This design comes from an exercise in tuning for small area, a short achievable clock period and few clock cycles on the open sky130 flow, not from production work. The RTL was checked by simulation tests, not by an equivalence proof against the original design. Power figures rest on the tool's default switching activity, not on a simulated workload.

==> design/flow/design.v <==
module lz77_dec (
    input  wire        clk,
    input  wire        rst,              
    input  wire        start,
    input  wire [15:0] npix,             
    output wire        busy,
    output wire        done,             
    output wire        err,              
    input  wire        in_valid,
    output wire        in_ready,
    input  wire [7:0]  in_byte,
    output wire        out_valid,
    input  wire        out_ready,
    output wire [23:0] out_pixel         
);
    localparam SW_N = 17;
    localparam S_IDLE = 3'd0,            
               S_SEED = 3'd1,            
               S_TOK  = 3'd2,            
               S_COPY = 3'd3,            
               S_PIX  = 3'd4,            
               S_DONE = 3'd5;            
    reg [2:0]        state;
    reg [2:0]        ret_state;          
    reg [4*SW_N-1:0] sw;                 
    reg [17:0]       n_nib;              
    reg [17:0]       t;                  
    reg [7:0]        trip;               
    reg [1:0]        trip_cnt;
    reg [3:0]        cp_off;
    reg [3:0]        cp_rem;
    reg [23:0]       pix;
    reg              err_r;
    wire [3:0] lit_nib = in_byte[6:3];
    wire [3:0] cp_len  = {1'b0, in_byte[6:4]} + 4'd2;
    wire [3:0] cp_nib  = sw[4*cp_off +: 4];
    wire idle      = (state == S_IDLE) || (state == S_DONE);
    assign busy      = !idle;
    assign done      = (state == S_DONE);
    assign err       = err_r;
    assign in_ready  = (state == S_SEED) || ((state == S_TOK) && (t != n_nib));
    assign out_valid = (state == S_PIX);
    assign out_pixel = pix;
    wire take_in = in_valid && in_ready;
    task put(input [3:0] x, input [2:0] next_state);
        begin
            sw <= {x, sw[4*SW_N-1:4]};
            t  <= t + 18'd1;
            if (trip_cnt == 2'd2) begin
                pix      <= {trip[7:4], 4'h0, trip[3:0], 4'h0, x, 4'h0};
                trip_cnt <= 2'd0;
                ret_state <= next_state;
                state    <= S_PIX;
            end else begin
                trip     <= {trip[3:0], x};
                trip_cnt <= trip_cnt + 2'd1;
                state    <= next_state;
            end
        end
    endtask
    always @(posedge clk) begin
        if (rst) begin
            state     <= S_IDLE;
            ret_state <= S_IDLE;
            sw        <= {4*SW_N{1'b0}};
            n_nib     <= 18'd0;
            t         <= 18'd0;
            trip      <= 8'd0;
            trip_cnt  <= 2'd0;
            cp_off    <= 4'd0;
            cp_rem    <= 4'd0;
            pix       <= 24'd0;
            err_r     <= 1'b0;
        end else begin
            case (state)
                S_IDLE, S_DONE: begin
                    if (start) begin
                        n_nib    <= {npix, 1'b0} + {2'b00, npix};
                        t        <= 18'd0;
                        trip_cnt <= 2'd0;
                        err_r    <= 1'b0;
                        state    <= (npix == 16'd0) ? S_DONE : S_SEED;
                    end else begin
                        state    <= S_IDLE;
                    end
                end
                S_SEED: begin
                    if (take_in) begin
                        if (in_byte[7]) begin
                            err_r <= 1'b1;
                            state <= S_DONE;
                        end else begin
                            sw       <= {SW_N{lit_nib}};
                            t        <= 18'd1;
                            trip     <= {4'h0, lit_nib};
                            trip_cnt <= 2'd1;
                            state    <= S_TOK;
                        end
                    end
                end
                S_TOK: begin
                    if (t == n_nib) begin
                        state <= S_DONE;
                    end else if (take_in) begin
                        if (!in_byte[7]) begin
                            put(lit_nib, S_TOK);
                        end else if (t + {14'd0, cp_len} > n_nib) begin
                            err_r <= 1'b1;
                            state <= S_DONE;
                        end else begin
                            cp_off <= in_byte[3:0];
                            cp_rem <= cp_len;
                            state  <= S_COPY;
                        end
                    end
                end
                S_COPY: begin
                    cp_rem <= cp_rem - 4'd1;
                    put(cp_nib, (cp_rem == 4'd1) ? S_TOK : S_COPY);
                end
                S_PIX: begin
                    if (out_ready)
                        state <= ret_state;
                end
                default: state <= S_IDLE;
            endcase
        end
    end
endmodule
==> design/flow/run.sh <==
#!/bin/bash
# synth_recipe.tcl (not shown) runs the flow's synth.tcl, then flattens the netlist and writes it again
# the make line also repeats each setting of config.mk as NAME=value (left out here)
make -C /OpenROAD-flow-scripts/flow DESIGN_CONFIG=/design/flow/config.mk WORK_HOME=/design/flow/orfs CLKGATE_MAP_FILE= SYNTH_SCRIPT=/design/flow/synth_recipe.tcl finish
==> design/flow/config.mk <==
export PLATFORM = sky130hd
export DESIGN_NAME = lz77_dec
export DESIGN_NICKNAME = lz77_dec
export VERILOG_FILES = /design/flow/design.v
export SDC_FILE = /design/flow/constraint.sdc
export NUM_CORES = 4
export LEC_CHECK = 0
export CAP_MARGIN = 20
export CORE_MARGIN = 2
export CORE_UTILIZATION = 40
export SLEW_MARGIN = 20
==> design/flow/constraint.sdc <==
create_clock -name core_clock -period 8.0 [get_ports {clk}]
set_input_delay 1.6000 -clock core_clock [delete_from_list [all_inputs] [get_ports {clk}]]
set_output_delay 1.6000 -clock core_clock [all_outputs]
set_load 0.01 [all_outputs]
==> reports/metrics.yaml <==
outcome:
  status: "complete, no violations"
power:
  p_leak_uw: 0.00360
  cellPowerDensity_nw_per_um2: 268
  p_total_uw: 2560
  max-vdd-ir-drop_mv: 0.149
synth:
  synthTopCellsByCount: "140 x dfxtp_1, 131 x nor2_1, 90 x nor3_1"
  yosys.area.top_type: "dfxtp_1"
  synthFlopType: "dfxtp_1"
  yosysWarnings: 1
  async_flop_share: 0
  ys_ff_latch: 140
  synth_edf_count: 0
  synthTopCellsByArea: "dfxtp_1 33%, ha_1 7.7%, a211oi_1 5.9%, nor2_1 5.8%, mux4_2 5.3%"
  yosysUniqueCellTypes: 65
  synth_area_per_cell_um2: 8.29
  synth_top_area_share: 0.331
  netlist_instances: 1022
  synth_most_common_cell: "dfxtp_1"
  syn_area_um2: 8470
  seq_area_frac_synth: 0.331
timing:
  rsz0062_at_grt: "no"
  final-max-slew-violation-count: 0
  tightest_slew_ns: 0.936
  period_needed_ns: 5.54
  max_freq_mhz: 180
  whs_ns: 0.452
  setup_tns_ns: 0
  finalClockSkew_ns: 0.0158
  setup_viol: 0
  hold_viol_final: 0
  fin_crit_sh: 0.693
  slew_headroom: 0.375
worst_setup_path:
  setup.worst_path.start: "in_byte[6]"
  rr_startpoint: "t[0]$_SDFFE_PP0P_"
  path_class: "primary input to flip-flop"
  start_kind: "primary input"
  worstPathMaxFanout: 6
  critPathArrivalTime_ns: 5.86
  worstSetupEndpointType: "flip-flop"
  r2r_cells: 16
  worstPathRequired_ns: 8.32
cells_and_area:
  area_delta_synth_final_pct: 12.7
  num_antenna_cells: 0
  drive_gt1_frac: 0.0747
  postLayoutCoreUtil: 0.457
  num-nets-final: 1101
die:
  ios: 58
  row_count: 53
  dieArea_um2: 22400
  fp.dieW_um: 150
  die_y_um: 150
  initial_core_util: 0.405
  core-area_um2: 20900
detailed_routing:
  drc: 0
  drt_iter0_markers: 438
  wire_per_inst_um: 15.8
  drtAntennaViolNets: 0
  via_count: 7143
  viasPerCell: 5.47
  dr.pass1.iters: 5
  routed_wl_um: 20700
worst_hold_path:
  hp-start: "ret_state[1]$_SDFFE_PP0P_"
  min_delay_path_depth: 2
  hold_class: "flip-flop to flip-flop"
global_routing:
  grt-ovfl-total: 0
  grt_pass1_vias: 6829
  grt_max_degree: 103
  antenna_found_initial: 0
  grtUsageTotal: 0.194
  grt_pass1_wl_um: 35200
clock_network:
  cts_resized: 0
  clock_latency_ns: 0.43
  postCtsSetupBuffers: 0
  clkTransAtPathRegs_ns: 0.07
  cts_tree: "built"
  h-tree-depth: 4
  cts-buffers-inserted: 17
  cts_sinks: 140
  cts.path.max_buffers: 2
  ctsHoldBuffers: 0
  root_buffer: "clkbuf_16"
place:
  place_congestion: 0.873
  port_buffers: 45
  hpwl_um: 13900
run:
  cap_violations: 0
==> state kept, by name, indices dropped and copies added (netlist names), 3 cells and up <==
signal / count
t: 18
state: 3
pix: 12
cp_rem: 4
cp_off: 4
trip: 8
sw: 68
n_nib: 18
==> final timing paths <==
kind | end | slack (ns)
setup / recovery | cp_rem[0]$_SDFFE_PP0P_ | 2.46
hold / removal | ret_state[1]$_SDFFE_PP0P_ | 0.45
setup reg to reg | cp_rem[0]$_SDFFE_PP0P_ | 3.79
hold reg to reg | ret_state[1]$_SDFFE_PP0P_ | 0.45
==> worst max-delay path, cell delays in order <==
cell and delay [ns]:
clkdlybuf4s50_1 0.55, ha_1 0.30, ha_1 0.32, a21o_1 0.17, a21oi_1 0.29, nand2b_1 0.25
nor2_1 0.08, xor2_1 0.14, ha_1 0.33, nand4_1 0.11, nor3_1 0.33, a41oi_1 0.33
o41ai_2 0.61, nand2_1 0.18, o211a_1 0.27
==> routing by layer <==
layer / vias up / global-route usage / part of all wire
met5: - / 0 / 0
met4: 0 / 0.0481 / 0.012
met2: 113 / 0.321 / 0.49
met1: 3370 / 0.263 / 0.46
li1: 3639 / - / -
met3: 21 / 0.0351 / 0.030
==> placed cells by master (no fill, tap or decap), drive strengths merged, types with 20 or more instances in the layout <==
cell	Yosys	routed
xor2	26	26
dfxtp	140	140
a211oi	67	67
nor2	131	131
ha	52	52
nand2	57	57
a21oi	61	61
o21ai	26	26
nor3	90	90
mux2i	26	26
mux4	20	20
inv	62	68
clkdlybuf4s50	0	44
==> stage by stage <==
| stage | cells | setup WS (ns) | area (µm²) |
|---|---|---|---|
| floorplan | 1033 | 3.14 | 8510 |
| global placement | 1274 | 2.16 | 8950 |
| detailed placement | 1274 | 2.01 | 8960 |
| CTS | 1306 | 2.45 | 9530 |
| global route | 1306 | 2.02 | 9540 |
| finish | 1306 | 2.46 | 9540 |
==> report_power, final <==
group | switching (µW) | total [µW] | internal [µW]
Clock | 334 | 778 | 444
Combinational | 508 | 836 | 328
Sequential | 116 | 944 | 827
Total | 959 | 2560 | 1600
==> layout make-up <==
class / instances / area [µm²]
clock buffers: 19 / 443
clock inverters: 13 / 131
fillers: 2084 / 11300
inverters: 63 / 236
multi-input cells: 744 / 5080
flip-flops and latches: 140 / 2800
well taps: 275 / 344
repair buffers: 52 / 504
==> cells by family after synthesis <==
group / Yosys count / synth area share
AOI/OAI and AO/OA: 218 / 0.173
xor gates and xnor gates: 44 / 0.0455
adders and majority gates: 54 / 0.0816
buffers and inverters: 149 / 0.0776
DFF: 140 / 0.331
muxes: 48 / 0.0866
other: 1 / 0.000443
and+or+nand+nor: 368 / 0.205
Testbench counts, summed over its fixed seeds: cycles 126,106.

## static timing again, ports no longer ideal
The results above use ideal ports. As a check the final layout listed here was re-extracted and re-timed, cells and wires unchanged. Step 1 sets driving cells, clkbuf_16 on the clock port and buf_2 on the other inputs (assumed; they add their load-dependent delay and slew). Step 2 times the ports against the registers' clock, not the clock port: input delays grow and output delays shrink by t, the midpoint of the rising clock arrivals with the driver on. Three values: ideal, step 1, step 2; two values: the first two.
t, ns: 0.465
setup slack, ns: 2.455 / 2.465 / 2.000
clock arrival spread, ns: 0.016 / 0.016
After both steps this run still meets setup and hold. The setup slack of this run moves by +0.010 ns with the drivers and by -0.455 ns with both steps.
